Context: an optimization exercise on an open-source flow, tuned for small area, a short achievable clock period and few clock cycles per item. The choices shown serve that exercise and are no tape-out recipe.
RTL that was checked went through simulation tests only; none was proved equivalent to the original.
Function not checked in runs 1 and 2: the RTL went through the layout flow alone.
No activity file was given, so power comes from the tool's default toggle rates.

===== config.mk =====
export PLATFORM = sky130hd
export DESIGN_NAME = lotus_codec
export DESIGN_NICKNAME = lotus_codec
export VERILOG_FILES = /design/flow/design.v
export SDC_FILE = /design/flow/constraint.sdc
export NUM_CORES = 4
export LEC_CHECK = 0
export ABC_CLOCK_PERIOD_IN_PS = 6000
export CAP_MARGIN = 20
export CORE_MARGIN = 2
export CORE_UTILIZATION = 55
export SETUP_SLACK_MARGIN = 5
export SLEW_MARGIN = 20

===== constraint.sdc =====
create_clock -name core_clock -period 13.0 [get_ports {clk}]
set_input_delay 2.6000 -clock core_clock [delete_from_list [all_inputs] [get_ports {clk}]]
set_output_delay 2.6000 -clock core_clock [all_outputs]
set_load 0.01 [all_outputs]

===== design.v =====
module lotus_codec (
    input  wire         clk,
    input  wire         rst,
    input  wire         in_valid,
    output wire         in_ready,
    input  wire         in_op,
    input  wire [3:0]   in_j,
    input  wire [3:0]   in_t,
    input  wire [63:0]  in_value,
    input  wire [127:0] in_data,
    input  wire [4:0]   in_len,
    output wire         out_valid,
    input  wire         out_ready,
    output wire [2:0]   out_status,
    output wire [63:0]  out_value,
    output wire [127:0] out_code,
    output wire [7:0]   out_bits
);
    localparam [2:0] ST_OK     = 3'd0,
                     ST_INVAL  = 3'd1,
                     ST_TOOBIG = 3'd3,
                     ST_EOF    = 3'd4;
    integer i, k, v;
    reg b_v;                        
    reg c_v;                        
    wire adv = !c_v || out_ready;   
    assign in_ready  = adv;
    assign out_valid = c_v;
    always @(posedge clk) begin
        if (rst) begin
            b_v <= 1'b0;
            c_v <= 1'b0;
        end else if (adv) begin
            b_v <= in_valid;
            c_v <= b_v;
        end
    end
    wire [3:0] j = in_j;
    wire [3:0] t = in_t;
    wire cfg_ok = (j >= 4'd1) && (j <= 4'd8) && (t >= 4'd1);
    wire wl4  = (j == 4'd1) && (t == 4'd1);
    wire wl28 = ((j == 4'd1) && (t == 4'd2)) || ((j == 4'd2) && (t == 4'd1));
    reg [8:1] jh;                       
    always @(*) for (v = 1; v <= 8; v = v + 1) jh[v] = (j == v);
    reg [63:0] m2;
    reg [63:0] pa;          
    reg        ci2;
    always @(*) begin
        pa = in_value;
        pa[1:0] = 2'b11;
        for (k = 0; k < 6; k = k + 1)
            for (i = 0; i < 64; i = i + 1)
                if ((i >> k) & 1) pa[i] = pa[i] & pa[((i >> k) << k) - 1];
        ci2 = in_value[1] | in_value[0];
        m2[0] = ~in_value[0];
        m2[1] = ~(in_value[1] ^ in_value[0]);
        for (i = 2; i < 64; i = i + 1)
            m2[i] = in_value[i] ^ (ci2 & pa[i - 1]);
    end
    wire m2top = ci2 & pa[63];      
    reg [7:0] gany, gsel;
    reg [2:0] gi, bi;
    always @(*) begin
        for (i = 0; i < 8; i = i + 1) gany[i] = |m2[8 * i +: 8];
        gi = 3'd0;
        for (i = 1; i < 8; i = i + 1) if (gany[i]) gi = i[2:0];
        gsel = m2[{gi, 3'b000} +: 8];
        bi = 3'd0;
        for (i = 1; i < 8; i = i + 1) if (gsel[i]) bi = i[2:0];
    end
    wire [6:0] pw_e = m2top ? 7'd64 : {1'b0, gi, bi};
    wire e_big = wl4 ? (in_value >= 64'd29) : (wl28 ? (in_value >= 64'd536870909) : 1'b0);
    wire [2:0] e_st = !cfg_ok ? ST_INVAL : (e_big ? ST_TOOBIG : ST_OK);
    reg [127:0] s;                  
    always @(*) for (i = 0; i < 128; i = i + 1) s[i] = in_data[127 - i];
    reg [47:0] sj;
    reg [7:0]  js;
    reg        go, lead0;
    always @(*) begin
        sj = 48'd0;
        js = 8'd0;
        go = 1'b0;
        for (v = 1; v <= 8; v = v + 1) begin
            for (k = 0; k < 48; k = k + 1)
                sj[k] = sj[k] | (jh[v] & s[v + k]);
            for (k = 0; k < v; k = k + 1)
                js[k] = js[k] | (jh[v] & s[v - 1 - k]);
            lead0 = 1'b1;
            for (k = 0; k < v - 1; k = k + 1) lead0 = lead0 & !s[k];
            go = go | (jh[v] & lead0 & s[v - 1]);
        end
    end
    wire big0 = (jh[7] & s[0]) | (jh[8] & (s[0] | s[1]));
    wire [2:0] d_st0 = !cfg_ok ? ST_INVAL :
                       (in_len == 5'd0) ? ST_EOF :
                       big0 ? ST_TOOBIG : ST_OK;
    wire [8:0] nbj = {1'b0, in_len, 3'b000} - {5'd0, j};    
    reg [15:0] pr, fz;
    reg        pfx;
    always @(*) begin
        for (i = 0; i < 15; i = i + 1)
            pr[i] = !sj[2 * i] && sj[2 * i + 1] && ($signed(nbj) >= 2 * i + 2) && (i < t);
        pr[15] = 1'b0;
        pfx = go;
        fz[0] = !go || !pr[0];
        for (i = 1; i < 16; i = i + 1) begin
            pfx = pfx & pr[i - 1];
            fz[i] = pfx & !pr[i];
        end
    end
    reg [3:0]  n;
    reg [10:0] W;                   
    always @(*) begin
        n = 4'd0;
        W = 11'd0;
        for (i = 0; i < 16; i = i + 1) begin
            if (fz[i]) n = n | i[3:0];
            for (k = 0; k < 11; k = k + 1)
                W[k] = W[k] | (fz[i] & sj[2 * i + k]);
        end
    end
    wire [5:0] q  = {2'd0, j} + {1'b0, n, 1'b0};      
    wire [7:0] av = nbj[7:0] - {3'd0, n, 1'b0};       
    reg         r_op;
    reg [127:0] r_x;        
    reg [3:0]   r_j, r_t;
    reg         r_wl4, r_wl28;
    reg [2:0]   r_st;       
    reg [6:0]   r_w;        
    reg [6:0]   r_nq;       
    reg [7:0]   r_av;
    reg [10:0]  r_W;
    reg [3:0]   r_rem;
    always @(posedge clk) begin
        if (adv) begin
            r_op   <= in_op;
            r_x    <= in_op ? in_data : {63'd0, m2top, m2};
            r_j    <= j;
            r_t    <= t;
            r_wl4  <= wl4;
            r_wl28 <= wl28;
            r_st   <= in_op ? d_st0 : e_st;
            r_w    <= in_op ? js[6:0] + 7'd1 : pw_e;
            r_nq   <= 7'd107 - {1'b0, q};
            r_av   <= av;
            r_W    <= W;
            r_rem  <= t - n;
        end
    end
    wire wl64 = !r_wl4 && !r_wl28;
    wire [6:0] pwb = r_w;
    reg  [3:0] kw;
    always @(*) begin
        if (pwb <= 7'd4)       kw = (r_t == 4'd1) ? 4'd2 : 4'd4;
        else if (pwb <= 7'd12) kw = (r_t == 4'd1) ? 4'd3 : 4'd5;
        else if (pwb <= 7'd28) kw = (r_t == 4'd1) ? 4'd4 : 4'd6;
        else if (pwb <= 7'd60) kw = (r_t == 4'd1) ? 4'd5 : 4'd8;
        else                   kw = (r_t == 4'd1) ? 4'd6 : 4'd9;
    end
    wire [5:0] jt    = {2'd0, r_j} + ((r_t >= 4'd3) ? {1'b0, r_t, 1'b0} - 6'd4 : 6'd0);
    wire [7:0] e_len = {1'b0, pwb} + {4'd0, kw} + {2'd0, jt};
    wire [6:0]  wa = r_w;
    wire [10:0] Wb = r_W;
    wire [7:0]  avb = r_av;
    wire a2 = (wa == 7'd2), a3 = (wa == 7'd3), a4 = (wa == 7'd4),
         a5 = (wa == 7'd5), a6 = (wa == 7'd6);
    wire [1:0] f1_2 = {Wb[0], Wb[1]};
    wire [2:0] f1_3 = {Wb[0], Wb[1], Wb[2]};
    wire [3:0] f1_4 = {Wb[0], Wb[1], Wb[2], Wb[3]};
    wire [4:0] f1_5 = {Wb[0], Wb[1], Wb[2], Wb[3], Wb[4]};
    wire [5:0] f1_6 = {Wb[0], Wb[1], Wb[2], Wb[3], Wb[4], Wb[5]};
    wire [6:0] d1 = a2 ? 7'd1 + f1_2 : a3 ? 7'd5 + f1_3 : a4 ? 7'd13 + f1_4 :
                    a5 ? 7'd29 + f1_5 : 7'd61 + f1_6;
    wire b3 = a2 && (f1_2 == 2'd2);         
    wire b4 = a2 && (f1_2 == 2'd3);         
    wire b5 = a3 && (f1_3 == 3'd0);         
    wire b6 = a3 && (f1_3 == 3'd1);         
    wire [2:0] f2_3 = {Wb[2], Wb[3], Wb[4]};
    wire [3:0] f2_4 = {Wb[2], Wb[3], Wb[4], Wb[5]};
    wire [4:0] f2_5 = {Wb[3], Wb[4], Wb[5], Wb[6], Wb[7]};
    wire [5:0] f2_6 = {Wb[3], Wb[4], Wb[5], Wb[6], Wb[7], Wb[8]};
    wire [6:0] d2 = b3 ? 7'd5 + f2_3 : b4 ? 7'd13 + f2_4 : b5 ? 7'd29 + f2_5 : 7'd61 + f2_6;
    wire [3:0] c2 = b3 ? 4'd5 : b4 ? 4'd6 : b5 ? 4'd8 : 4'd9;      
    wire g5 = b3 && (f2_3 == 3'd0);         
    wire [4:0] f3_5 = {Wb[5], Wb[6], Wb[7], Wb[8], Wb[9]};
    wire [5:0] f3_6 = {Wb[5], Wb[6], Wb[7], Wb[8], Wb[9], Wb[10]};
    wire [6:0] d3 = g5 ? 7'd29 + f3_5 : 7'd61 + f3_6;
    wire [3:0] c3 = g5 ? 4'd10 : 4'd11;                             
    wire [6:0] e1 = a2 ? 7'd3 + f1_2 : a3 ? {4'b0001, f1_3} : a4 ? 7'd17 + f1_4 :
                    a5 ? 7'd34 + f1_5 : 7'd67 + f1_6;
    wire [6:0] e2 = b3 ? 7'd10 + f2_3 : b4 ? 7'd19 + f2_4 : b5 ? 7'd37 + f2_5 : 7'd70 + f2_6;
    wire [6:0] e3 = g5 ? 7'd39 + f3_5 : 7'd72 + f3_6;
    wire rem0 = (r_rem == 4'd0), rem1 = (r_rem == 4'd1),
         rem2 = (r_rem == 4'd2), rem3 = (r_rem == 4'd3);
    wire [6:0] pw_d = rem0 ? 7'd2 : rem1 ? d1 : rem2 ? d2 : d3;
    wire [6:0] e    = rem0 ? 7'd2 : rem1 ? e1 : rem2 ? e2 : e3;
    reg [2:0] t_st;
    always @(*) begin
        t_st = ST_OK;
        if (rem0) t_st = ST_OK;
        else if ({1'b0, wa} > avb)                              t_st = ST_EOF;
        else if (wa == 7'd1)                                   t_st = ST_INVAL;
        else if (wa >= 7'd7)                                   t_st = ST_TOOBIG;
        else if (r_wl4 ? !a2 : r_wl28 ? (wa >= 7'd5) : (a6 && f1_6 > 6'd3))
                                                               t_st = ST_TOOBIG;   
        else if (rem1)                                         t_st = ST_OK;
        else if ({1'b0, wa} + {1'b0, d1} > avb)                 t_st = ST_EOF;
        else if (a2 && f1_2 == 2'd0)                           t_st = ST_INVAL;    
        else if (!(b3 || b4 || b5 || b6))                      t_st = ST_TOOBIG;   
        else if (r_wl4 || (r_wl28 && !b3 && !b4) || (b6 && f2_6 > 6'd3))
                                                               t_st = ST_TOOBIG;   
        else if (rem2)                                         t_st = ST_OK;
        else if ({4'd0, c2} + {1'b0, d2} > avb)                 t_st = ST_EOF;
        else if (!(b3 && f2_3[2:1] == 2'd0))                   t_st = ST_TOOBIG;   
        else if (!wl64 || (!g5 && f3_6 > 6'd3))                t_st = ST_TOOBIG;   
        else if (rem3)                                         t_st = ST_OK;
        else if ({4'd0, c3} + {1'b0, d3} > avb)                 t_st = ST_EOF;
        else                                                   t_st = ST_TOOBIG;   
    end
    wire [6:0] r_q   = 7'd107 - r_nq;                     
    wire [7:0] d_end = {1'b0, r_q} + {1'b0, e};
    wire [2:0] d_pre = (r_st != ST_OK)  ? r_st :
                       (t_st != ST_OK)  ? t_st :
                       ({1'b0, e} > avb) ? ST_EOF : ST_OK;
    wire [6:0] rot = r_op ? r_nq - e : e_len[6:0];
    reg  [127:0] xr;
    always @(*) begin
        xr = r_x;
        for (k = 0; k < 7; k = k + 1)
            if (rot[k]) xr = (xr >> (1 << k)) | (xr << (128 - (1 << k)));
    end
    reg         s_op;
    reg [127:21] s_x;
    reg [6:0]   s_pw;
    reg [2:0]   s_st;
    reg [7:0]   s_bits;
    reg [3:0]   s_j, s_t;
    always @(posedge clk) begin
        if (adv) begin
            s_op   <= r_op;
            s_x    <= xr[127:21];
            s_pw   <= r_op ? pw_d : r_w;
            s_st   <= r_op ? d_pre : r_st;
            s_bits <= r_op ? d_end : e_len;
            s_j    <= r_j;
            s_t    <= r_t;
        end
    end
    wire [6:0] pwe = s_pw;
    reg [2:0] w1, w2;
    reg [5:0] p1;
    reg [1:0] p2, p3;
    always @(*) begin
        if (pwe <= 7'd4)       begin w1 = 3'd2; p1 = pwe[5:0] - 6'd1;  end
        else if (pwe <= 7'd12) begin w1 = 3'd3; p1 = pwe[5:0] - 6'd5;  end
        else if (pwe <= 7'd28) begin w1 = 3'd4; p1 = pwe[5:0] - 6'd13; end
        else if (pwe <= 7'd60) begin w1 = 3'd5; p1 = pwe[5:0] - 6'd29; end
        else                   begin w1 = 3'd6; p1 = pwe[5:0] - 6'd61; end
        if (w1 <= 3'd4) begin w2 = 3'd2; p2 = w1[1:0] - 2'd1; end
        else            begin w2 = 3'd3; p2 = w1[1:0] - 2'd1; end    
        p3 = (w2 == 3'd2) ? 2'd1 : 2'd2;
    end
    reg [10:0] tailx;
    reg [3:0]  tl;         
    reg [2:0]  jsv;        
    reg [4:0]  r01;        
    reg [10:0] tr;
    always @(*) begin
        if (s_t == 4'd1) begin
            tr = {5'd0, p1}; tl = {1'b0, w1}; jsv = w1 - 3'd1; r01 = 5'd0;
        end else if (s_t == 4'd2) begin
            tr = ({9'd0, p2} << w1) | {5'd0, p1}; tl = w1 + w2; jsv = w2 - 3'd1; r01 = 5'd0;
        end else begin
            tr = ({9'd0, p3} << ({1'b0, w1} + {1'b0, w2})) | ({9'd0, p2} << w1) | {5'd0, p1};
            tl = 4'd2 + w1 + w2; jsv = 3'd1; r01 = {1'b0, s_t} - 5'd3;
        end
        tr[0] = ~tr[0];
        tailx = tr << (4'd11 - tl);
    end
    wire [5:0] toff  = s_j + {r01, 1'b0};       
    wire [5:0] hlen  = toff + tl;               
    reg [42:0] hd;
    wire [42:0] tail_sh = {tailx, 32'd0} >> toff;    
    always @(*) begin
        for (i = 0; i < 43; i = i + 1) begin
            if (i < 8 && i < s_j)
                hd[42 - i] = (jsv >> (s_j - 1 - i)) & 1'b1;
            else
                hd[42 - i] = (i >= s_j) && (i < toff) && ((i - s_j) & 1) ? 1'b1 : tail_sh[42 - i];
        end
    end
    assign out_code = {s_x[127:21] ^ {hd, 64'd0}, 21'd0};
    reg [64:0] d_g, d_val;
    reg [63:0] pz2;         
    always @(*) begin
        for (i = 0; i < 65; i = i + 1)
            d_g[i] = (i < s_pw) ? s_x[21 + i] : (i == s_pw);
        pz2 = ~d_g[63:0];
        pz2[1:0] = 2'b11;
        for (k = 0; k < 6; k = k + 1)
            for (i = 0; i < 64; i = i + 1)
                if ((i >> k) & 1) pz2[i] = pz2[i] & pz2[((i >> k) << k) - 1];
        d_val[0] = ~d_g[0];
        d_val[1] = d_g[1] ^ d_g[0];
        for (i = 2; i < 65; i = i + 1)
            d_val[i] = d_g[i] ^ (~(d_g[1] & d_g[0]) & pz2[i - 1]);
    end
    wire d_inval_p = (s_pw == 7'd1) && !s_x[21];
    assign out_value  = d_val[63:0];
    assign out_bits   = s_bits;
    assign out_status = (!s_op || s_st != ST_OK) ? s_st :
                        d_inval_p ? ST_INVAL :
                        d_val[64] ? ST_TOOBIG : ST_OK;
endmodule

===== run.sh =====
#!/bin/bash
# synth_recipe.tcl (not shown) runs the flow's synth.tcl, then flattens the netlist and writes it again
# the make line also repeats each setting of config.mk as NAME=value (left out here)
make -C /OpenROAD-flow-scripts/flow DESIGN_CONFIG=/design/flow/config.mk WORK_HOME=/design/flow/orfs CLKGATE_MAP_FILE= SYNTH_SCRIPT=/design/flow/synth_recipe.tcl finish

==> reports/qor.csv, run 1 <==
metric,value,unit
Design Power,12100,µW
global-route wire length before repair,236,mm
H-tree depth,2,
setup TNS,0,ps
# clock sinks,314,
number of synthesized register bits,314,
ys async rst share,0,%
PortBufs,393,
CP max FO,8,
TritonCTS Buffers,36,
PwrDens,249,nW/µm²
Layout area overhead,18.8,%
commonest register cell after synthesis,edfxtp_1,
VDD IR max,0.268,mV
Hold Slack,448,ps
Mapped Cells,4659,
Final Hold Viols,0,
CTS max path bufs,3,
Hold/Removal Path Class,reg2reg,
die height,277,µm
Iter 0 DRT Violations,5995,
drt pass-1 iters,12,
R2R setup slack,5060,ps
Ports,415,
Switching Fraction,50.4,%
worst r2r src,r_w[5],
die area,76700,µm²
"Cell Area, Synth",41000,µm²
initial antenna violation count,8,
register share of total power,16.6,%
average size of a mapped cell,8.79,µm²
"top cells by area, synth","edfxtp_1 23%, mux2i_1 21%, ha_1 6.0%, mux2_2 4.2%, xnor2_1 3.6%",
Std-Cell Rows,100,
logic gate share of total power,74.8,%
Tcrit/Tclk final,61.9,%
setup violators final,0,
RSZ-0062 raised after global routing,true,
# hold bufs at CTS,0,
status,"complete, no violations",
part of the power in the clock network,8.5,%
relative slew slack,26.3,%
Leak,0.0204,µW
Clock Tree Root,clkbuf_16,
FMAX,0.124,GHz
worst setup path endpoint,out_code[85],
area share of the largest cell type after synthesis,22.9,%
Power Internal,6000,µW
register area share after synthesis,23.0,%
"count leader, synth",mux2i_1,
fin cells,5891,
placed inst area,45000,µm²
clock skew,44.6,ps
Initial Util,55.3,%
post-route antenna net violation count,0,
Worst EP arrival,5440,ps
Placer Congestion,1.04,
Clock transition at path regs,70,ps
Crit path required time,10400,ps
WL/cell,27.6,µm
cell area after layout,48700,µm²
Synth Warn #,1,
reg2reg end,s_x[119],
library cells used by synthesis,109,
drt via density,6.87,
Via Count,40500,
clock latency (worst-skew pair),600,ps
gr usage total,40.0,%
Reg2Reg Depth,21,
CTS tree,yes,
vias in the first global route,36700,
fraction of layout cells with a size suffix above 1,14.1,%
Setup CP Type,reg2out,
synth cell count leaders,"847 x mux2i_1, 332 x nand2_1, 312 x edfxtp_1, 234 x clkbuf_1, 221 x nor2_1",
Crit path max-delay family,compound AO/OA/AOI/OAI gates,
hpwl dp,125,mm
Worst Tran Pin Value,1110,ps
Max-Cap Viols,0,
Crit path buffers/inverters,11,
floorplan core area,74100,µm²
critical path depth in cells,28,
Worst setup startpoint,s_pw[0],
crit-path max cell delay,430,ps
largest net degree at the start of global routing,131,
most frequent CP cell,ha_4,
Nets,5310,
shortest period the worst path allows,8050,ps
largest area contributor in the netlist,edfxtp_1,
Post-synth EDFFs,312,
final slew viol count,0,
Residual DRC,0,
Die X,277,µm
P_sw,6090,µW
crit path capture type,output pin,
critical path startpoint category,flip-flop,
slowest cell on the critical path,edfxtp_1,
Placed Instances,5689,
GRT Residual Overflow,0,
final wirelength,163,mm
power groups by stage:
stage               combinational, µW  sequential, µW  clock [µW]
finish                           9050            2010        1030
detailed placement               8090            1990           0
global placement                 8000            2000           0
CTS                              8520            1970        1040
global route                     9450            2000        1070
floorplan                        5530            1730           0
layout by cell type, fill, tap and decap left out, types with 21 or more instances in the layout:
cell,n
xnor2_1,161
o211ai_1,47
o21a_1,24
ha_1,187
a22oi_1,115
nor2_1,215
nand2b_1,29
clkbuf_16,36
nor4_1,34
and3_1,32
nand3_1,124
xor2_1,96
a22o_1,30
buf_4,174
a221oi_1,37
clkdlybuf4s50_1,346
o21ai_0,177
nand2_1,328
a211oi_1,29
and2_1,89
edfxtp_1,312
mux2i_1,842
nor2b_1,48
a21oi_1,184
nor3_1,62
conb_1,21
a21o_1,46
mux2_2,151
a31oi_1,31
a222oi_1,24
nand4_1,58
inv_1,160
worst min-delay path: cells and delay by family (launching register included):
family,cells,cell delay [ps]
buffers and inverters,1,50
AO/OA/AOI/OAI,1,50
flip-flops,1,310
worst min-delay path by stage:
stage           to  start  depth (start not counted)
4_1_cts        c_v    b_v                          2
3_3_place_gp   c_v    b_v                          2
3_5_place_dp   c_v    b_v                          2
6_report       c_v    b_v                          2
2_1_floorplan  c_v    b_v                          2
5_1_grt        c_v    b_v                          2
cell families (layout without fill, tap and decap cells):
logic type,count (synthesis),count (layout),synth area share [%]
muxes,1000,1000,25.0
DFF,314,314,23.0
buffers and inverters,603,842,6.47
and+or+nand+nor,1227,1227,15.7
adders and majority gates,209,209,6.62
AOI/OAI and AO/OA,1040,1041,17.6
other,1,24,0.00915
xor gates and xnor gates,265,265,5.67
repair_timing:
item                       4_1_cts  5_1_grt
resized for setup              219      177
pin swaps                       54       66
cloned                           6        0
setup buffers                   72       55
hold endpoints to repair         0        0
setup endpoints to repair       84      128
cell type report:
cell class / instances / area [µm²]
diodes: 3 / 7.51
clock buffers: 43 / 927
clock inverters: 23 / 239
fillers: 6204 / 25400
inverters: 176 / 693
multi-input cells: 3763 / 30400
flip-flops and latches: 314 / 9410
well taps: 969 / 1210
repair buffers: 599 / 5740
repair inverters: 1 / 5.00
flip-flops by register name, indices dropped and copies added (netlist names), 7 cells and up:
register and count:
r_x 128, s_x 107, r_nq 7, s_bits 8, r_av 8, r_w 7
s_pw 7, r_W 11
through the flow:
step / setup WS (ps) / utilization (%)
2_1_floorplan: 5030 / -
6_report: 4960 / 65.7
4_1_cts: 4930 / 64.3
3_5_place_dp: 3200 / 60.7
3_3_place_gp: 3290 / 60.7
5_1_grt: 4830 / 65.7
metal layers:
| layer | up-vias | global-route usage [%] | share of wire, % |
|---|---|---|---|
| met5 | - | 0 | 0.033 |
| met4 | 8 | 17.6 | 5.6 |
| met3 | 541 | 8.09 | 11 |
| met2 | 2800 | 60.5 | 43 |
| met1 | 19200 | 55.1 | 41 |
| li1 | 18000 | - | - |
==> run 2, diff against run 1 <==
--- a/design.v
+++ b/design.v
@@ -121,4 +121,9 @@
     end
-    wire [5:0] q  = {2'd0, j} + {1'b0, n, 1'b0};      
-    wire [7:0] av = nbj[7:0] - {3'd0, n, 1'b0};       
+    reg [3:0] remf;
+    always @(*) begin
+        remf = 4'd0;
+        for (i = 0; i < 16; i = i + 1)
+            for (k = 0; k < 4; k = k + 1)
+                if (fz[i] && (t == i + k)) remf[k] = 1'b1;
+    end
     reg         r_op;
@@ -129,6 +134,7 @@
     reg [6:0]   r_w;        
-    reg [6:0]   r_nq;       
-    reg [7:0]   r_av;
+    reg [6:0]   r_nqj;      
+    reg [8:0]   r_nbj;      
+    reg [3:0]   r_n;        
     reg [10:0]  r_W;
-    reg [3:0]   r_rem;
+    reg [3:0]   r_remf;
     always @(posedge clk) begin
@@ -143,6 +149,7 @@
             r_w    <= in_op ? js[6:0] + 7'd1 : pw_e;
-            r_nq   <= 7'd107 - {1'b0, q};
-            r_av   <= av;
+            r_nqj  <= 7'd107 - {3'd0, j};
+            r_nbj  <= nbj;
+            r_n    <= n;
             r_W    <= W;
-            r_rem  <= t - n;
+            r_remf <= remf;
         end
@@ -163,3 +170,4 @@
     wire [10:0] Wb = r_W;
-    wire [7:0]  avb = r_av;
+    wire [7:0]  avb  = r_nbj[7:0] - {3'd0, r_n, 1'b0};     
+    wire [6:0]  r_nq = r_nqj - {2'd0, r_n, 1'b0};           
     wire a2 = (wa == 7'd2), a3 = (wa == 7'd3), a4 = (wa == 7'd4),
@@ -192,4 +200,3 @@
     wire [6:0] e3 = g5 ? 7'd39 + f3_5 : 7'd72 + f3_6;
-    wire rem0 = (r_rem == 4'd0), rem1 = (r_rem == 4'd1),
-         rem2 = (r_rem == 4'd2), rem3 = (r_rem == 4'd3);
+    wire rem0 = r_remf[0], rem1 = r_remf[1], rem2 = r_remf[2], rem3 = r_remf[3];
     wire [6:0] pw_d = rem0 ? 7'd2 : rem1 ? d1 : rem2 ? d2 : d3;
@@ -231,69 +238,69 @@
     end
-    reg         s_op;
-    reg [127:21] s_x;
-    reg [6:0]   s_pw;
-    reg [2:0]   s_st;
-    reg [7:0]   s_bits;
-    reg [3:0]   s_j, s_t;
-    always @(posedge clk) begin
-        if (adv) begin
-            s_op   <= r_op;
-            s_x    <= xr[127:21];
-            s_pw   <= r_op ? pw_d : r_w;
-            s_st   <= r_op ? d_pre : r_st;
-            s_bits <= r_op ? d_end : e_len;
-            s_j    <= r_j;
-            s_t    <= r_t;
-        end
-    end
-    wire [6:0] pwe = s_pw;
-    reg [2:0] w1, w2;
-    reg [5:0] p1;
-    reg [1:0] p2, p3;
-    always @(*) begin
-        if (pwe <= 7'd4)       begin w1 = 3'd2; p1 = pwe[5:0] - 6'd1;  end
-        else if (pwe <= 7'd12) begin w1 = 3'd3; p1 = pwe[5:0] - 6'd5;  end
-        else if (pwe <= 7'd28) begin w1 = 3'd4; p1 = pwe[5:0] - 6'd13; end
-        else if (pwe <= 7'd60) begin w1 = 3'd5; p1 = pwe[5:0] - 6'd29; end
-        else                   begin w1 = 3'd6; p1 = pwe[5:0] - 6'd61; end
-        if (w1 <= 3'd4) begin w2 = 3'd2; p2 = w1[1:0] - 2'd1; end
-        else            begin w2 = 3'd3; p2 = w1[1:0] - 2'd1; end    
-        p3 = (w2 == 3'd2) ? 2'd1 : 2'd2;
-    end
-    reg [10:0] tailx;
-    reg [3:0]  tl;         
-    reg [2:0]  jsv;        
-    reg [4:0]  r01;        
-    reg [10:0] tr;
-    always @(*) begin
-        if (s_t == 4'd1) begin
-            tr = {5'd0, p1}; tl = {1'b0, w1}; jsv = w1 - 3'd1; r01 = 5'd0;
-        end else if (s_t == 4'd2) begin
-            tr = ({9'd0, p2} << w1) | {5'd0, p1}; tl = w1 + w2; jsv = w2 - 3'd1; r01 = 5'd0;
+    wire [6:0] pp = pwb + 7'd3;
+    wire [2:0] hw1 = pp[6] ? 3'd6 : pp[5] ? 3'd5 : pp[4] ? 3'd4 : pp[3] ? 3'd3 : 3'd2;
+    reg  [5:0] p1x;         
+    always @(*) begin
+        case (hw1)
+            3'd2:    p1x = {pp[1], ~pp[0], 4'd0};
+            3'd3:    p1x = {pp[2:1], ~pp[0], 3'd0};
+            3'd4:    p1x = {pp[3:1], ~pp[0], 2'd0};
+            3'd5:    p1x = {pp[4:1], ~pp[0], 1'd0};
+            default: p1x = {pp[5:1], ~pp[0]};
+        endcase
+    end
+    wire       w2is3 = hw1[2] && (hw1 != 3'd4);               
+    wire [1:0] p2_2  = hw1[1:0] - 2'd1;                        
+    wire [2:0] p2_3  = {2'b00, hw1[1]};                        
+    reg  [10:0] tailx;      
+    reg  [3:0]  tl;         
+    reg  [2:0]  jsv;        
+    always @(*) begin
+        if (r_t == 4'd1) begin
+            tailx = {p1x, 5'd0};
+            tl    = {1'b0, hw1};
+            jsv   = hw1 - 3'd1;
+        end else if (r_t == 4'd2) begin
+            tailx = w2is3 ? {p2_3, p1x, 2'd0} : {p2_2, p1x, 3'd0};
+            tl    = {1'b0, hw1} + (w2is3 ? 4'd3 : 4'd2);
+            jsv   = w2is3 ? 3'd2 : 3'd1;
         end else begin
-            tr = ({9'd0, p3} << ({1'b0, w1} + {1'b0, w2})) | ({9'd0, p2} << w1) | {5'd0, p1};
-            tl = 4'd2 + w1 + w2; jsv = 3'd1; r01 = {1'b0, s_t} - 5'd3;
+            tailx = w2is3 ? {2'b10, p2_3, p1x} : {2'b01, p2_2, p1x, 1'd0};
+            tl    = {1'b0, hw1} + (w2is3 ? 4'd5 : 4'd4);
+            jsv   = 3'd1;
         end
-        tr[0] = ~tr[0];
-        tailx = tr << (4'd11 - tl);
     end
-    wire [5:0] toff  = s_j + {r01, 1'b0};       
-    wire [5:0] hlen  = toff + tl;               
-    reg [42:0] hd;
+    wire [5:0]  toff    = {2'd0, r_j} + ((r_t >= 4'd3) ? {1'b0, r_t, 1'b0} - 6'd6 : 6'd0);
     wire [42:0] tail_sh = {tailx, 32'd0} >> toff;    
+    reg  [42:0] hd;         
     always @(*) begin
-        for (i = 0; i < 43; i = i + 1) begin
-            if (i < 8 && i < s_j)
-                hd[42 - i] = (jsv >> (s_j - 1 - i)) & 1'b1;
-            else
-                hd[42 - i] = (i >= s_j) && (i < toff) && ((i - s_j) & 1) ? 1'b1 : tail_sh[42 - i];
+        for (i = 0; i < 43; i = i + 1)
+            hd[42 - i] = tail_sh[42 - i] |
+                         ((i >= r_j) && (i < toff) && ((i - r_j) & 1)) |
+                         ((i + 1 == r_j) && jsv[0]) | ((i + 2 == r_j) && jsv[1]) |
+                         ((i + 3 == r_j) && jsv[2]);
+    end
+    reg [64:0] d_g;
+    always @(*)
+        for (i = 0; i < 65; i = i + 1)
+            d_g[i] = (i < pw_d) ? xr[21 + i] : (i == pw_d);
+    wire [2:0] d_pre2 = (d_pre != ST_OK) ? d_pre :
+                        (pw_d == 7'd1 && !xr[21]) ? ST_INVAL : ST_OK;
+    reg          s_op;
+    reg [127:21] s_x;       
+    reg [2:0]    s_st;
+    reg [7:0]    s_bits;
+    always @(posedge clk) begin
+        if (adv) begin
+            s_op   <= r_op;
+            s_x    <= r_op ? {xr[127:86], d_g} : (xr[127:21] ^ {hd, 64'd0});
+            s_st   <= r_op ? d_pre2 : r_st;
+            s_bits <= r_op ? d_end : e_len;
         end
     end
-    assign out_code = {s_x[127:21] ^ {hd, 64'd0}, 21'd0};
-    reg [64:0] d_g, d_val;
-    reg [63:0] pz2;         
+    assign out_code = {s_x, 21'd0};
+    wire [64:0] g = s_x[85:21];
+    reg  [64:0] d_val;
+    reg  [63:0] pz2;        
     always @(*) begin
-        for (i = 0; i < 65; i = i + 1)
-            d_g[i] = (i < s_pw) ? s_x[21 + i] : (i == s_pw);
-        pz2 = ~d_g[63:0];
+        pz2 = ~g[63:0];
         pz2[1:0] = 2'b11;
@@ -302,8 +309,7 @@
                 if ((i >> k) & 1) pz2[i] = pz2[i] & pz2[((i >> k) << k) - 1];
-        d_val[0] = ~d_g[0];
-        d_val[1] = d_g[1] ^ d_g[0];
+        d_val[0] = ~g[0];
+        d_val[1] = g[1] ^ g[0];
         for (i = 2; i < 65; i = i + 1)
-            d_val[i] = d_g[i] ^ (~(d_g[1] & d_g[0]) & pz2[i - 1]);
+            d_val[i] = g[i] ^ (~(g[1] & g[0]) & pz2[i - 1]);
     end
-    wire d_inval_p = (s_pw == 7'd1) && !s_x[21];
     assign out_value  = d_val[63:0];
@@ -311,3 +317,2 @@
     assign out_status = (!s_op || s_st != ST_OK) ? s_st :
-                        d_inval_p ? ST_INVAL :
                         d_val[64] ? ST_TOOBIG : ST_OK;
==> run 2 against run 1 <==
Effect of this change: sequential power shrank 11%; critical endpoint is now r_W[3]; largest cell class unchanged; maximum frequency grew 0.76%; die area shrank 6.0%; synthesized area shrank 6.1%; power shrank 8.5%; via count shrank 6.2%; routed wire length shrank 9.5%; clock skew shrank 18 ps; critical path type is now in2reg.
==> reports/qor.csv, run 2 <==
metric,value,unit,change
Die X,269,µm,-3.0%
critical path startpoint category,input port,,
crit path capture type,flip-flop,,
relative slew slack,25.7,%,-0.53 points
Max-Cap Viols,0,,unchanged
Crit path required time,13240,ps,+2840 ps
PortBufs,393,,unchanged
average size of a mapped cell,8.76,µm²,-0.41%
drt via density,6.87,,about the same
Initial Util,55.8,%,+0.51 points
register area,9020,µm²,-4.1%
shortest period the worst path allows,7980,ps,-60.9 ps
hpwl dp,115,mm,-7.8%
area share of the largest cell type after synthesis,23.3,%,+0.46 points
clock skew,26.7,ps,-17.9 ps
GRT Residual Overflow,0,,unchanged
CP max FO,40,,+32
Clock transition at path regs,60,ps,about the same
status,"complete, no violations",,
"Most flops, register",r_x,,
Design Power,11100,µW,-8.5%
library cells used by synthesis,101,,-7.3%
"Cell Area, Synth",38500,µm²,-6.1%
Via Count,38000,,-6.2%
register area share after synthesis,23.4,%,+0.47 points
global-route wire length before repair,217,mm,-7.9%
Tcrit/Tclk final,61.4,%,-0.47 points
cell area after layout,44200,µm²,-9.1%
floorplan core area,68900,µm²,-6.9%
TritonCTS Buffers,36,,unchanged
die area,72100,µm²,-6.0%
Nets,4944,,-6.9%
Ports,415,,unchanged
commonest register cell after synthesis,edfxtp_1,,
"count leader, synth",mux2i_1,,
drt pass-1 iters,11,,-1
WL/cell,26.7,µm,-3.5%
Post-synth EDFFs,299,,-4.2%
Worst EP arrival,8220,ps,+2780 ps
multi-input logic area,27700,µm²,-8.8%
Leak,0.0177,µW,-14%
gr usage total,39.3,%,-0.66 points
final slew viol count,0,,unchanged
Placed Instances,5457,,-4.1%
Worst Tran Pin Value,1110,ps,+4.65 ps
initial antenna violation count,7,,-1
final wirelength,147,mm,-9.5%
RSZ-0062 raised after global routing,true,,
largest net degree at the start of global routing,131,,unchanged
PwrDens,250,nW/µm²,+0.64%
most frequent cells in the layout,"721 x mux2i_1, 390 x clkdlybuf4s50_1, 308 x nand2_1, 299 x edfxtp_1, 277 x nor2_1",,
number of synthesized register bits,301,,-4.1%
CTS max path bufs,3,,unchanged
# clock sinks,301,,-4.1%
Reg2Reg Depth,23,,+9.5%
Synth Warn #,1,,unchanged
Fill cells,6001,,-3.3%
setup TNS,0,ps,unchanged
CTS tree,yes,,
Std-Cell Rows,96,,-4.0%
fin cells,5528,,-6.2%
Layout area overhead,14.9,%,
H-tree depth,2,,unchanged
Final Hold Viols,0,,unchanged
post-route antenna net violation count,0,,unchanged
synth cell count leaders,"722 x mux2i_1, 309 x nand2_1, 299 x edfxtp_1, 279 x nor2_1, 241 x clkbuf_1",,
hold path depth,2,,unchanged
VDD IR max,0.193,mV,-28%
"top cells by area, synth","edfxtp_1 23%, mux2i_1 19%, mux2_2 5.4%, ha_1 5.0%, nand2_1 3.0%",,
placed inst area,42900,µm²,-4.6%
Hold/Removal Path Class,reg2reg,,
Iter 0 DRT Violations,5972,,-0.38%
clock latency (worst-skew pair),560,ps,-40 ps
ys async rst share,0,%,unchanged
fraction of layout cells with a size suffix above 1,9.12,%,-4.9 points
setup violators final,0,,unchanged
Residual DRC,0,,unchanged
Mapped Cells,4395,,-5.7%
largest area contributor in the netlist,edfxtp_1,,
Clock Tree Root,clkbuf_16,,
die height,269,µm,-3.0%
Placer Congestion,1.10,,+5.3%
Setup CP Type,in2reg,,
top flop regs,"r_x x128, s_x x107, r_W x11",,
"commonest non-fill, non-tap cell in the layout",mux2i_1,,
max reg flops,128,,unchanged
FMAX,0.125,GHz,+0.76%
vias in the first global route,34200,,-6.8%
-- run 2: through the flow --
step / util, % / setup slack, ps / hold slack (ps)
after floorplan: - / 5680 / 419
after global placement: 62.2 / 4380 / 429
after detailed placement: 62.2 / 4380 / 440
after CTS: 64.0 / 4910 / 453
after global routing: 64.1 / 4890 / 471
final: 64.1 / 5020 / 450
-- run 2: layout make-up --
cell class	count	share of cell area (%)
timing repair buffer	471	10.3
inverter	130	1.13
clock buffer	41	2.18
multi-input combinational	3628	62.7
clock inverter	23	0.577
tap	931	2.63
sequential	301	20.4
antenna	3	0.0170
-- run 2: report_power, final --
group          internal [µW]  switching (µW)
clock                    603             438
combinational           3320            4920
sequential              1540             247
total                   5460            5600
-- run 2: what timing repair did --
action | in CTS | in global routing
hold buffers | 0 | 0
buffers inserted | 1 | 1
pin swaps | 2 | 2
cloned | 0 | 1
endpoints found under the setup margin | 6 | 113
gates resized for setup | 4 | 12
endpoints found under the hold margin | 0 | 0
-- run 2: kinds of logic (layout without fill, tap and decap cells) --
| logic type | count (synthesis) | count (layout) | synth area share (%) |
|---|---|---|---|
| XOR/XNOR | 233 | 233 | 5.30 |
| buffers and inverters | 487 | 665 | 5.05 |
| flip-flops | 301 | 301 | 23.4 |
| adder cells (fa/ha/maj) | 166 | 166 | 5.63 |
| AND/OR/NAND/NOR | 1213 | 1214 | 16.0 |
| other | 1 | 24 | 0.00974 |
| AO/OA/AOI/OAI | 1055 | 1055 | 18.8 |
| multiplexers | 939 | 939 | 25.8 |
-- run 2: worst max-delay path, stage by stage --
cell,delay [ps]
clkdlybuf4s50_1,640
inv_1,270
ha_1,180
buf_4,360
and2_1,890
a222oi_1,230
and3_1,290
or3_1,410
or2_2,300
and3_1,200
and3_1,340
a22oi_1,270
nand2_1,90
a2111oi_0,900
nand3_1,210
-- run 2: worst paths after layout --
path / start / end / slack [ps]
min reg2reg: b_v / c_v / 450
max reg2reg: r_w[0] / s_x[113] / 5190
min: b_v / c_v / 450
max: in_j[3] / r_W[3] / 5020
-- run 2: routing by layer --
metal | vias to the layer above | global-route usage (%) | wire length [µm] | share of wire (%)
met1 | 17900 | 56.5 | 61100 | 41
li1 | 17000 | - | - | -
met5 | - | 0 | 42 | 0.028
met4 | 6 | 16.4 | 7750 | 5.3
met3 | 448 | 7.17 | 16900 | 11
met2 | 2570 | 57.8 | 61600 | 42
==> run 3, diff against run 2 <==
--- a/design.v
+++ b/design.v
@@ -101,3 +101,3 @@
         for (i = 0; i < 15; i = i + 1)
-            pr[i] = !sj[2 * i] && sj[2 * i + 1] && ($signed(nbj) >= 2 * i + 2) && (i < t);
+            pr[i] = !sj[2 * i] && sj[2 * i + 1] && (!nbj[8] && nbj >= 2 * i + 2) && (i < t);
         pr[15] = 1'b0;
==> run 3 against run 2 <==
Effect of this change: die area about the same; count of clock-buffer cells in the layout unchanged; worst hold slack improved by 42 ps; still clean on timing, DRC and antenna; final area increased by 0.77%; setup slack improved by 180 ps; synthesized area about the same; register-to-register slack improved by 160 ps; routed wire length increased by 3.7%; sequential share of layout area decreased by 0.16 points; largest cell class unchanged.
==> reports/qor.csv, run 3 <==
metric,value,unit,change
Die X,269,µm,about the same
floorplan core area,69700,µm²,+1.0%
shortest period the worst path allows,7800,ps,-183 ps
relative slew slack,22.4,%,-3.4 points
area share of the largest cell type after synthesis,23.3,%,about the same
post-route antenna net violation count,0,,unchanged
final wirelength,153,mm,+3.7%
fin cells,5527,,-0.018%
Final Hold Viols,0,,unchanged
Post-synth EDFFs,299,,unchanged
status,"complete, no violations",,
setup violators final,0,,unchanged
WL/cell,27.7,µm,+3.7%
cell area after layout,44600,µm²,+0.77%
Crit path required time,10400,ps,-2840 ps
global-route wire length before repair,224,mm,+3.1%
final slew viol count,0,,unchanged
clock latency (worst-skew pair),580,ps,+20 ps
FMAX,0.128,GHz,+2.3%
Initial Util,55.3,%,-0.56 points
"top cells by area, synth","edfxtp_1 23%, mux2i_1 16%, mux2_2 5.5%, ha_1 5.0%, mux4_2 4.5%",,
CP max FO,4,,-90%
Design Power,11300,µW,+2.4%
drt via density,6.95,,+1.2%
hpwl dp,119,mm,+3.5%
"commonest non-fill, non-tap cell in the layout",mux2i_1,,
critical path startpoint category,flip-flop,,
commonest register cell after synthesis,edfxtp_1,,
# clock sinks,301,,unchanged
PwrDens,254,nW/µm²,+1.6%
Via Count,38400,,+1.2%
Max-Cap Viols,0,,unchanged
Tcrit/Tclk final,60.0,%,-1.4 points
GRT Residual Overflow,0,,unchanged
Std-Cell Rows,97,,+1.0%
"count leader, synth",mux2i_1,,
setup TNS,0,ps,unchanged
largest net degree at the start of global routing,172,,+31%
max reg flops,128,,unchanged
Layout area overhead,15.8,%,
TritonCTS Buffers,36,,unchanged
"Cell Area, Synth",38500,µm²,about the same
VDD IR max,0.213,mV,+10%
average size of a mapped cell,8.85,µm²,+1.0%
RSZ-0062 raised after global routing,false,,
die area,72100,µm²,about the same
Ports,415,,unchanged
R2R setup slack,5350,ps,+160 ps
PortBufs,393,,unchanged
Residual DRC,0,,unchanged
Placed Instances,5444,,-0.24%
Worst Tran Pin Value,1160,ps,+54.0 ps
Worst setup startpoint,s_x[22],,
fraction of layout cells with a size suffix above 1,10.9,%,+1.8 points
hold path start,b_v,,
Clock Tree Root,clkbuf_16,,
H-tree depth,2,,unchanged
Clock transition at path regs,60,ps,about the same
Hold/Removal Path Class,reg2reg,,
library cells used by synthesis,96,,-5.0%
crit path capture type,output pin,,
vias in the first global route,35000,,+2.6%
Synth Warn #,1,,unchanged
ys async rst share,0,%,unchanged
gr usage total,40.7,%,+1.4 points
fin util,64.0,%,-0.17 points
Mapped Cells,4351,,-1.0%
top flop regs,"r_x x128, s_x x107, r_W x11",,
"Most flops, register",r_x,,
Setup CP Type,reg2out,,
Nets,4933,,-0.22%
synth cell count leaders,"627 x mux2i_1, 329 x nand2_1, 299 x edfxtp_1, 277 x nor2_1, 240 x clkbuf_1",,
Leak,0.0181,µW,+2.5%
worst r2r src,r_w[6],,
CTS tree,yes,,
initial antenna violation count,8,,+1
Iter 0 DRT Violations,6043,,+1.2%
CTS max path bufs,3,,unchanged
die height,269,µm,about the same
largest area contributor in the netlist,edfxtp_1,,
register area share after synthesis,23.4,%,about the same
number of synthesized register bits,301,,unchanged
most frequent cells in the layout,"627 x mux2i_1, 385 x clkdlybuf4s50_1, 329 x nand2_1, 299 x edfxtp_1, 273 x nor2_1",,
drt pass-1 iters,13,,+2
Worst EP arrival,5200,ps,-3020 ps
placed inst area,43100,µm²,+0.37%
clock skew,31.3,ps,+4.55 ps
Placer Congestion,1.11,,+0.57%
[run 3: cell types whose count changed in the layout (fill, tap and decap cells not counted), moves of 18 or more]
| cell | change |
|---|---|
| nand2_1 | +21 |
| a21oi_1 | +32 |
| o21ai_1 | -25 |
| nor3_1 | +25 |
| inv_1 | +26 |
| o21ai_0 | +20 |
| mux4_2 | +53 |
| mux2i_1 | -94 |
| a222oi_1 | -19 |
| o211ai_1 | -32 |
| nand3_1 | -18 |
[run 3: path summary, 6_finish.rpt]
path,end,cells past startpoint
hold / removal,c_v,2
setup / recovery,out_status[0],14
setup reg to reg,s_x[103],26
hold reg to reg,c_v,2
[run 3: timing repair]
action                                  in CTS  in global routing
endpoints found under the setup margin      17                130
pin swaps                                   10                  6
cloned                                       0                  3
buffers inserted                            10                  1
hold buffers                                 0                  0
gates resized for setup                     21                 29
endpoints found under the hold margin        0                  0
[run 3: layout make-up]
| class | instances | area (µm²) |
|---|---|---|
| diodes | 4 | 10.0 |
| clock buffers | 41 | 962 |
| clock inverters | 23 | 294 |
| fillers | 5927 | 25100 |
| inverters | 154 | 582 |
| multi-input cells | 3576 | 27800 |
| flip-flops and latches | 301 | 9020 |
| well taps | 940 | 1180 |
| repair buffers | 487 | 4690 |
| repair inverters | 1 | 5.00 |
[run 3: worst max-delay path: stages (launching register included)]
cell and delay, ps:
edfxtp_1 420, ha_2 210, or4_4 490, nand4b_4 210, nor4_4 230, nand4bb_4 170, or4_4 460, or4_4 450
or3_4 400, or4_4 460, or3_4 370, nor3_4 380, xnor2_2 120, o21bai_1 130, buf_2 150
[run 3: per-stage QoR]
stage,setup slack [ps],hold slack (ps)
CTS,4860,495
global route,5030,506
floorplan,5660,419
global placement,3800,429
finish,5200,492
detailed placement,4050,452
[run 3: logic make-up (layout without fill, tap and decap cells)]
group                    Yosys count  count (layout)  share of synthesized area, %
AO/OA/AOI/OAI                   1070            1072                          18.8
XOR/XNOR                         237             237                          5.39
adder cells (fa/ha/maj)          166             166                          5.63
buffers and inverters            496             706                          5.12
flip-flops                       301             301                          23.4
multiplexers                     891             891                          26.3
other                              1              25                       0.00974
AND/OR/NAND/NOR                 1189            1189                          15.4
[run 3: power by group]
part	leakage (µW)	switching, µW	internal [µW]	total [µW]
clock network	0.000611	444	656	1100
registers	0.00328	234	1530	1770
logic	0.0142	5010	3450	8460
[run 3: layer usage]
| metal | vias to the layer above | wire length, µm | global-route usage (%) |
|---|---|---|---|
| li1 | 16900 | - | - |
| met1 | 18200 | 62500 | 57.3 |
| met2 | 2810 | 63800 | 59.4 |
| met3 | 440 | 18600 | 9.65 |
| met4 | 10 | 7910 | 17.5 |
| met5 | - | 83 | 0 |
Testbench counts of run 3, summed over its fixed seeds: cycles 4,816, items 4,800.
==> run 4, diff against run 3 <==
--- a/design.v
+++ b/design.v
@@ -25,5 +25,6 @@
     reg c_v;                        
-    wire adv = !c_v || out_ready;   
+    reg o_v;                        
+    wire adv = !o_v || out_ready;   
     assign in_ready  = adv;
-    assign out_valid = c_v;
+    assign out_valid = o_v;
     always @(posedge clk) begin
@@ -32,2 +33,3 @@
             c_v <= 1'b0;
+            o_v <= 1'b0;
         end else if (adv) begin
@@ -35,2 +37,3 @@
             c_v <= b_v;
+            o_v <= c_v;
         end
@@ -97,2 +100,9 @@
     wire [8:0] nbj = {1'b0, in_len, 3'b000} - {5'd0, j};    
+    reg [14:0] avl;
+    always @(*) begin
+        avl = 15'd0;
+        for (i = 0; i < 15; i = i + 1)
+            for (v = 1; v <= 8; v = v + 1)
+                if (jh[v] && ({3'd0, in_len} >= (v + 2 * i + 2 + 7) / 8)) avl[i] = 1'b1;
+    end
     reg [15:0] pr, fz;
@@ -101,3 +111,3 @@
         for (i = 0; i < 15; i = i + 1)
-            pr[i] = !sj[2 * i] && sj[2 * i + 1] && (!nbj[8] && nbj >= 2 * i + 2) && (i < t);
+            pr[i] = !sj[2 * i] && sj[2 * i + 1] && avl[i] && (i < t);
         pr[15] = 1'b0;
@@ -134,2 +144,3 @@
     reg [6:0]   r_w;        
+    reg [6:2]   r_a;        
     reg [6:0]   r_nqj;      
@@ -149,2 +160,3 @@
             r_w    <= in_op ? js[6:0] + 7'd1 : pw_e;
+            for (i = 2; i <= 6; i = i + 1) r_a[i] <= (js == i - 1);
             r_nqj  <= 7'd107 - {3'd0, j};
@@ -172,4 +184,3 @@
     wire [6:0]  r_nq = r_nqj - {2'd0, r_n, 1'b0};           
-    wire a2 = (wa == 7'd2), a3 = (wa == 7'd3), a4 = (wa == 7'd4),
-         a5 = (wa == 7'd5), a6 = (wa == 7'd6);
+    wire a2 = r_a[2], a3 = r_a[3], a4 = r_a[4], a5 = r_a[5], a6 = r_a[6];
     wire [1:0] f1_2 = {Wb[0], Wb[1]};
@@ -299,3 +310,2 @@
     end
-    assign out_code = {s_x, 21'd0};
     wire [64:0] g = s_x[85:21];
@@ -314,6 +324,17 @@
     end
-    assign out_value  = d_val[63:0];
-    assign out_bits   = s_bits;
-    assign out_status = (!s_op || s_st != ST_OK) ? s_st :
-                        d_val[64] ? ST_TOOBIG : ST_OK;
+    reg [127:21] o_x;
+    reg [2:0]    o_st;
+    reg [7:0]    o_bits;
+    always @(posedge clk) begin
+        if (adv) begin
+            o_x    <= s_op ? {s_x[127:85], d_val[63:0]} : s_x;
+            o_st   <= (!s_op || s_st != ST_OK) ? s_st :
+                      d_val[64] ? ST_TOOBIG : ST_OK;
+            o_bits <= s_bits;
+        end
+    end
+    assign out_code   = {o_x, 21'd0};
+    assign out_value  = o_x[84:21];
+    assign out_bits   = o_bits;
+    assign out_status = o_st;
 endmodule
==> flow/run.sh (new file) <==
#!/bin/bash
# The standard layout with two changes to how it is made (the design's clock
# period and constraints are unchanged):
# - timing repair aims 7.3 ns below the clock period;
# - the port buffers are sky130_fd_sc_hd__buf_2 (every port still gets one).
set -euo pipefail
bash standard.sh SETUP_SLACK_MARGIN=7.3 "BUFFER_PORTS_ARGS=-buffer_cell sky130_fd_sc_hd__buf_2" finish > standard.log 2>&1
==> standard.sh (new file) <==
#!/bin/bash
# synth_recipe.tcl (not shown) runs the flow's synth.tcl, then flattens the netlist and writes it again
# the make line also repeats each setting of config.mk as NAME=value (left out here)
make -C /OpenROAD-flow-scripts/flow DESIGN_CONFIG=/design/flow/config.mk WORK_HOME=/design/flow/orfs CLKGATE_MAP_FILE= SYNTH_SCRIPT=/design/flow/synth_recipe.tcl "${@:-finish}"
--- a/config.mk
+++ b/config.mk
@@ -7,3 +7,2 @@
 export LEC_CHECK = 0
-export ABC_CLOCK_PERIOD_IN_PS = 6000
 export CAP_MARGIN = 20
@@ -11,3 +10,2 @@
 export CORE_UTILIZATION = 55
-export SETUP_SLACK_MARGIN = 5
 export SLEW_MARGIN = 20
removed: run.sh
==> run 4 against run 3 <==
Effect of this change: final cell count rose by 9.4%; synthesized cell count rose by 6.9%; count of clock-buffer cells in the layout is 12 higher; power is 15% higher; synthesized area rose by 12%; largest cell class unchanged; largest power group unchanged.
==> reports/qor.csv, run 4 <==
metric,value,unit,change
logic gate share of total power,70.6,%,-4.1 points
"Most flops, register",r_x,,
Crit path required time,13370,ps,+2970 ps
clock latency (worst-skew pair),630,ps,+50 ps
TritonCTS Buffers,47,,+31%
CTS tree,yes,,
Power Internal,6650,µW,+18%
Worst EP arrival,6230,ps,+1030 ps
status,"complete, no violations",,
average size of a mapped cell,9.27,µm²,+4.7%
Iter 0 DRT Violations,5808,,-3.9%
H-tree depth,2,,unchanged
largest net degree at the start of global routing,164,,-4.7%
Design Power,13000,µW,+15%
drt via density,6.89,,-0.93%
register share of total power,19.0,%,+3.4 points
number of synthesized register bits,425,,+41%
"commonest non-fill, non-tap cell in the layout",mux2i_1,,
most frequent cells in the layout,"467 x mux2i_1, 422 x edfxtp_1, 379 x buf_2, 366 x nor2_1, 287 x nand2_1",,
VDD IR max,0.188,mV,-12%
Leak,0.0211,µW,+16%
Reg2Reg Depth,20,,-23%
relative slew slack,16.4,%,-5.9 points
post-route antenna net violation count,0,,unchanged
drt pass-1 iters,8,,-5
library cells used by synthesis,105,,+9.4%
Hold/Removal Path Class,reg2reg,,
register area share after synthesis,29.5,%,+6.1 points
vias in the first global route,37700,,+7.6%
fraction of layout cells with a size suffix above 1,28.3,%,+17 points
WL/cell,28.5,µm,+3.1%
Final Hold Viols,0,,unchanged
gr usage total,39.8,%,-0.90 points
Synth Warn #,1,,unchanged
Initial Util,55.7,%,+0.39 points
final wirelength,172,mm,+13%
GRT Residual Overflow,0,,unchanged
Residual DRC,0,,unchanged
largest area contributor in the netlist,edfxtp_1,,
max reg flops,128,,unchanged
Die X,284,µm,+5.7%
clock skew,46.1,ps,+14.8 ps
Switching Fraction,49.0,%,-1.2 points
Mapped Cells,4653,,+6.9%
setup violators final,0,,unchanged
initial antenna violation count,10,,+2
Std-Cell Rows,102,,+5.2%
Via Count,41600,,+8.4%
Worst Slack Setup Final,7140,ps,+1950 ps
Placer Congestion,1.08,,-2.4%
reg2reg end,s_x[94],,
worst r2r src,r_w[1],,
crit path capture type,flip-flop,,
P_sw,6380,µW,+12%
die area,80600,µm²,+12%
shortest period the worst path allows,5860,ps,-1950 ps
Ports,415,,unchanged
# clock sinks,425,,+41%
Nets,5346,,+8.4%
"top cells by area, synth","edfxtp_1 29%, mux2i_1 14%, mux2_2 4.7%, ha_1 4.5%, mux4_2 3.6%",,
commonest register cell after synthesis,edfxtp_1,,
Setup CP Type,reg2reg,,
die height,284,µm,+5.7%
ys async rst share,0,%,unchanged
PwrDens,253,nW/µm²,-0.35%
area share of the largest cell type after synthesis,29.4,%,+6.1 points
final slew viol count,0,,unchanged
CP max FO,44,,+40
worst setup path endpoint,s_x[94],,
Layout area overhead,19.4,%,
# hold bufs at CTS,0,,unchanged
floorplan core area,77500,µm²,+11%
Tcrit/Tclk final,45.0,%,-15 points
"Cell Area, Synth",43100,µm²,+12%
R2R setup slack,7140,ps,+1790 ps
"count leader, synth",mux2i_1,,
Post-synth EDFFs,422,,+41%
Clock transition at path regs,60,ps,about the same
PortBufs,393,,unchanged
CTS max path bufs,3,,unchanged
Worst setup startpoint,r_w[1],,
Max-Cap Viols,0,,unchanged
RSZ-0062 raised after global routing,true,,
global-route wire length before repair,246,mm,+9.9%
part of the power in the clock network,10.4,%,+0.7 points
Worst Tran Pin Value,1250,ps,+83.4 ps
hpwl dp,123,mm,+3.6%
critical path startpoint category,flip-flop,,
top flop regs,"r_x x128, o_x x107, s_x x107",,
synth cell count leaders,"605 x mux2i_1, 422 x edfxtp_1, 378 x nor2_1, 292 x nand2_1, 221 x clkbuf_1",,
DP Worst Slack,4950,ps,+901 ps
setup TNS,0,ps,unchanged
FMAX,0.171,GHz,+33%
Clock Tree Root,clkbuf_16,,
==> run 4: kinds of logic after synthesis <==
logic type                 synth area share [%]
adders and majority gates                  5.08
xor gates and xnor gates                   5.07
and+or+nand+nor                            14.9
AOI/OAI and AO/OA                          16.8
muxes                                      22.4
buffers and inverters                      6.14
other                                   0.00870
DFF                                        29.5
==> run 4: area by class of cell <==
cell class,count,area (µm²)
multi-input cells,3661,30200
flip-flops and latches,425,12700
well taps,1040,1300
clock buffers,53,1220
clock inverters,32,334
diodes,1,2.50
repair buffers,667,4970
inverters,166,691
fillers,6315,26000
==> run 4: per-layer routing <==
metal	track usage, %	wire length [µm]
met4	19.5	11800
met2	61.9	75500
met3	7.48	18500
met1	53.4	66500
met5	0	99
==> run 4: power by group through the flow <==
stage | Combinational, µW | Clock [µW] | Sequential [µW]
after CTS | 7920 | 1360 | 2470
after global placement | 7250 | 0 | 2510
after floorplan | 5020 | 0 | 2480
after detailed placement | 7290 | 0 | 2510
final | 9210 | 1350 | 2480
after global routing | 9470 | 1410 | 2520
==> run 4: how the worst min path moves through the flow <==
stage	from	to	slack (ps)	cells past startpoint
after floorplan	s_bits[0]	o_bits[0]	400	0
after global placement	s_bits[3]	o_bits[3]	400	0
after global routing	s_bits[4]	o_bits[4]	420	0
after CTS	s_x[124]	o_x[124]	420	0
after detailed placement	s_x[110]	o_x[110]	400	0
final	s_x[124]	o_x[124]	410	0
==> run 4: stage by stage <==
| stage | utilization, % | std cells | instance area, µm² | hold slack [ps] |
|---|---|---|---|---|
| after global routing | 66.4 | 6045 | 51500 | 421 |
| after CTS | 63.2 | 5916 | 49000 | 416 |
| after floorplan | - | 4673 | 43600 | 400 |
| final | 66.4 | 6045 | 51500 | 414 |
| after detailed placement | 58.4 | 5731 | 45200 | 405 |
| after global placement | 58.4 | 5731 | 45200 | 401 |
==> run 4: timing repair <==
item                                    CTS  global route
cloned                                   22             9
buffers inserted                         78           119
gates resized for setup                 258           299
endpoints found under the setup margin  136           131
pin swaps                                41            85
==> run 4: worst max-delay path, stage by stage, from the launching register on <==
cell      delay, ps
edfxtp_1        360
buf_4           190
o21a_4          280
a41o_1          250
ha_1            200
a22oi_1         190
nor2_1           60
a31oi_1         150
nand2_1         100
fa_1            550
ha_4            240
buf_4           150
o21ai_4         130
clkbuf_8        430
mux2i_1         730
mux2i_1         210
mux2_2          350
mux2i_2         330
mux2i_1         230
mux2i_1         320
xor2_1          110
Testbench counts of run 4, summed over its fixed seeds: cycles 4,824, items 4,800.
==> run 5, diff against run 4 <==
==> flow/run.sh (replaced) <==
#!/bin/bash
# The standard layout with two changes to how it is made (the design's clock
# period and constraints are unchanged):
# - timing repair aims 7.0 ns below the clock period;
# - the port buffers are sky130_fd_sc_hd__buf_2 (every port still gets one).
set -euo pipefail
bash standard.sh SETUP_SLACK_MARGIN=7.0 "BUFFER_PORTS_ARGS=-buffer_cell sky130_fd_sc_hd__buf_2" finish > standard.log 2>&1
==> run 5 against run 4 <==
Effect of this change: global-route usage decreased by 1.6 points; still clean; sequential cell count unchanged; non-clock buffer count shrank 103.
==> reports/qor.csv, run 5 <==
metric,value,unit,change
Hold/Removal Path Class,reg2reg,,
synth cell count leaders,"605 x mux2i_1, 422 x edfxtp_1, 378 x nor2_1, 292 x nand2_1, 221 x clkbuf_1",,
shortest period the worst path allows,6020,ps,+167 ps
drt via density,6.80,,-1.3%
Initial Util,55.7,%,unchanged
die area,80600,µm²,unchanged
most frequent cells in the layout,"520 x mux2i_1, 422 x edfxtp_1, 388 x buf_2, 372 x nor2_1, 288 x nand2_1",,
register area,12700,µm²,unchanged
max reg flops,128,,unchanged
Ports,415,,unchanged
Crit path required time,13360,ps,about the same
Die X,284,µm,unchanged
number of synthesized register bits,425,,unchanged
Residual DRC,0,,unchanged
final slew viol count,0,,unchanged
CP max FO,9,,-80%
part of the power in the clock network,11.2,%,+0.8 points
PwrDens,247,nW/µm²,-2.4%
WL/cell,27.7,µm,-2.9%
crit path capture type,flip-flop,,
Iter 0 DRT Violations,5870,,+1.1%
hpwl dp,122,mm,-0.78%
largest area contributor in the netlist,edfxtp_1,,
critical path startpoint category,flip-flop,,
PortBufs,393,,unchanged
"Cell Area, Synth",43100,µm²,unchanged
relative slew slack,20.2,%,+3.7 points
Max-Cap Viols,0,,unchanged
"Most flops, register",r_x,,
average size of a mapped cell,9.27,µm²,unchanged
Worst EP arrival,6380,ps,+150 ps
"top cells by area, synth","edfxtp_1 29%, mux2i_1 14%, mux2_2 4.7%, ha_1 4.5%, mux4_2 3.6%",,
RSZ-0062 raised after global routing,true,,
FMAX,0.166,GHz,-2.8%
Clock transition at path regs,60,ps,about the same
fin util,63.6,%,-2.9 points
Leak,0.0203,µW,-3.8%
clock skew,58.3,ps,+12.2 ps
VDD IR max,0.214,mV,+14%
setup violators final,0,,unchanged
Via Count,40400,,-2.9%
global-route wire length before repair,237,mm,-3.8%
final wirelength,165,mm,-4.5%
Post-synth EDFFs,422,,unchanged
clock latency (worst-skew pair),640,ps,about the same
Final Hold Viols,0,,unchanged
Nets,5241,,-2.0%
Fill cells,6603,,+4.6%
largest net degree at the start of global routing,122,,-26%
logic gate share of total power,68.5,%,-2.1 points
ys async rst share,0,%,unchanged
"count leader, synth",mux2i_1,,
CTS tree,yes,,
P_sw,5990,µW,-6.2%
floorplan core area,77500,µm²,unchanged
H-tree depth,2,,unchanged
Setup CP Type,reg2reg,,
Std-Cell Rows,102,,unchanged
commonest register cell after synthesis,edfxtp_1,,
die height,284,µm,unchanged
top flop regs,"r_x x128, o_x x107, s_x x107",,
drt pass-1 iters,9,,+1
Mapped Cells,4653,,unchanged
register area share after synthesis,29.5,%,unchanged
post-route antenna net violation count,0,,unchanged
fraction of layout cells with a size suffix above 1,23.7,%,-4.6 points
Power Internal,6190,µW,-6.9%
Worst Tran Pin Value,1190,ps,-59.5 ps
status,"complete, no violations",,
Tcrit/Tclk final,46.3,%,+1.3 points
library cells used by synthesis,105,,unchanged
multi-input logic area,29100,µm²,-3.6%
register share of total power,20.3,%,+1.3 points
GRT Residual Overflow,0,,unchanged
vias in the first global route,36300,,-3.7%
area share of the largest cell type after synthesis,29.4,%,unchanged
gr usage total,38.2,%,-1.6 points
TritonCTS Buffers,47,,unchanged
Clock Tree Root,clkbuf_16,,
Synth Warn #,1,,unchanged
Layout area overhead,14.2,%,
Switching Fraction,49.2,%,+0.19 points
"commonest non-fill, non-tap cell in the layout",mux2i_1,,
initial antenna violation count,9,,-1
setup TNS,0,ps,unchanged
# clock sinks,425,,unchanged
# hold bufs at CTS,0,,unchanged
Placer Congestion,1.08,,-0.25%
CTS max path bufs,3,,unchanged
run 5: cell counts after synthesis:
No cell type changed its count.
run 5: layout make-up:
cell class                      instances  area share (%)
Clock buffer                           53            2.43
Multi-Input combinational cell       3658            59.2
Inverter                              166            1.32
Sequential cell                       425            25.9
Clock inverter                         32           0.770
Timing Repair Buffer                  564            7.80
Antenna cell                            4          0.0203
Tap cell                             1040            2.64
Timing Repair inverter                  1          0.0102
run 5: cells by family after synthesis:
kind of cell / count (synthesis) / share of synthesized area [%]
other: 1 / 0.00870
AO/OA/AOI/OAI: 1049 / 16.8
flip-flops: 425 / 29.5
adder cells (fa/ha/maj): 168 / 5.08
buffers and inverters: 597 / 6.14
XOR/XNOR: 247 / 5.07
multiplexers: 856 / 22.4
AND/OR/NAND/NOR: 1310 / 14.9
run 5: final timing paths:
check	startpoint	end	slack (ps)	depth (start not counted)
max reg2reg	r_w[1]	s_x[46]	6980	22
max	r_w[1]	s_x[46]	6980	22
min reg2reg	s_x[101]	o_x[101]	390	0
min	s_x[101]	o_x[101]	390	0
run 5: repair_timing:
action / in CTS / in global routing
pin swaps: 15 / 36
gates cloned: 9 / 12
buffers inserted: 44 / 54
resized for setup: 159 / 189
endpoints found under the hold margin: 0 / 0
setup endpoints to repair: 131 / 128
run 5: stage by stage:
step	instance area (µm²)	instances	worst slack (ps)	total power, µW	hold slack, ps
global placement	45100	5735	4980	9760	401
detailed placement	45100	5735	4790	9800	405
floorplan	43300	4673	3030	7490	400
CTS	47800	5873	6800	11400	377
finish	49300	5943	6980	12200	394
global route	49200	5941	6870	12600	391
run 5: worst max-delay path: stages, from the launching register on:
cell      delay, ps
edfxtp_1        530
buf_4           210
o21a_2          290
a41o_1          260
ha_1            190
a22oi_1         190
nor2_1           60
a31oi_1         140
nand2_1         120
fa_1            520
ha_4            190
fa_1            410
xor2_2          200
nor2_4          180
a21o_4          200
buf_4           200
mux2_2          390
mux2i_2         350
mux2i_1         200
mux2i_2         360
nor2_1           70
o22ai_1         300
o31ai_1         190
run 5: power groups by stage:
stage	logic (µW)	clock network [µW]	registers, µW
after global routing	8650	1420	2520
after global placement	7250	0	2500
final	8340	1360	2480
after CTS	7570	1370	2480
after floorplan	5010	0	2480
after detailed placement	7290	0	2510
run 5: per-layer routing:
metal / track usage, % / share of wire (%)
met1: 52.1 / 40
met2: 59.8 / 45
met3: 6.95 / 10
met4: 16.0 / 5.6
met5: 0 / 0.022

afterwards: timing with drivers on the ports:
The flow's constraints put no driver on any port. The routed layouts listed below were extracted and timed again, unchanged, in two steps.
Step 1 sets driving cells, clkbuf_16 on the clock port and buf_2 on the other inputs (assumed; they add their load-dependent delay and slew).
Step 2, shift: input delay + t, output delay - t, t = (earliest + latest rising clock arrival at the registers) / 2. This alone moves slack from input paths to output paths.
Three values: ideal, step 1, step 2; two values: the first two.
run | shift t [ns] | setup slack, ns | latest minus earliest clock arrival (ns) | cell pins on the clock port's net
run 1 | 0.641 | 4.955 / 4.889 / 4.642 | 0.047 / 0.047 | 1
run 2 | 0.621 | 5.016 / 5.061 / 4.439 | 0.027 / 0.027 | 1
run 3 | 0.632 | 5.199 / 5.128 / 4.663 | 0.032 / 0.032 | 1
run 4 | 0.683 | 7.144 / 7.131 / 6.629 | 0.047 / 0.047 | 1
run 5 | 0.689 | 6.977 / 6.977 / 6.428 | 0.059 / 0.058 | 1
After both steps setup and hold are still met in every run listed. For run 2, which loses most, drivers alone change the setup slack by +0.045 ns; drivers and shift together by -0.577 ns.
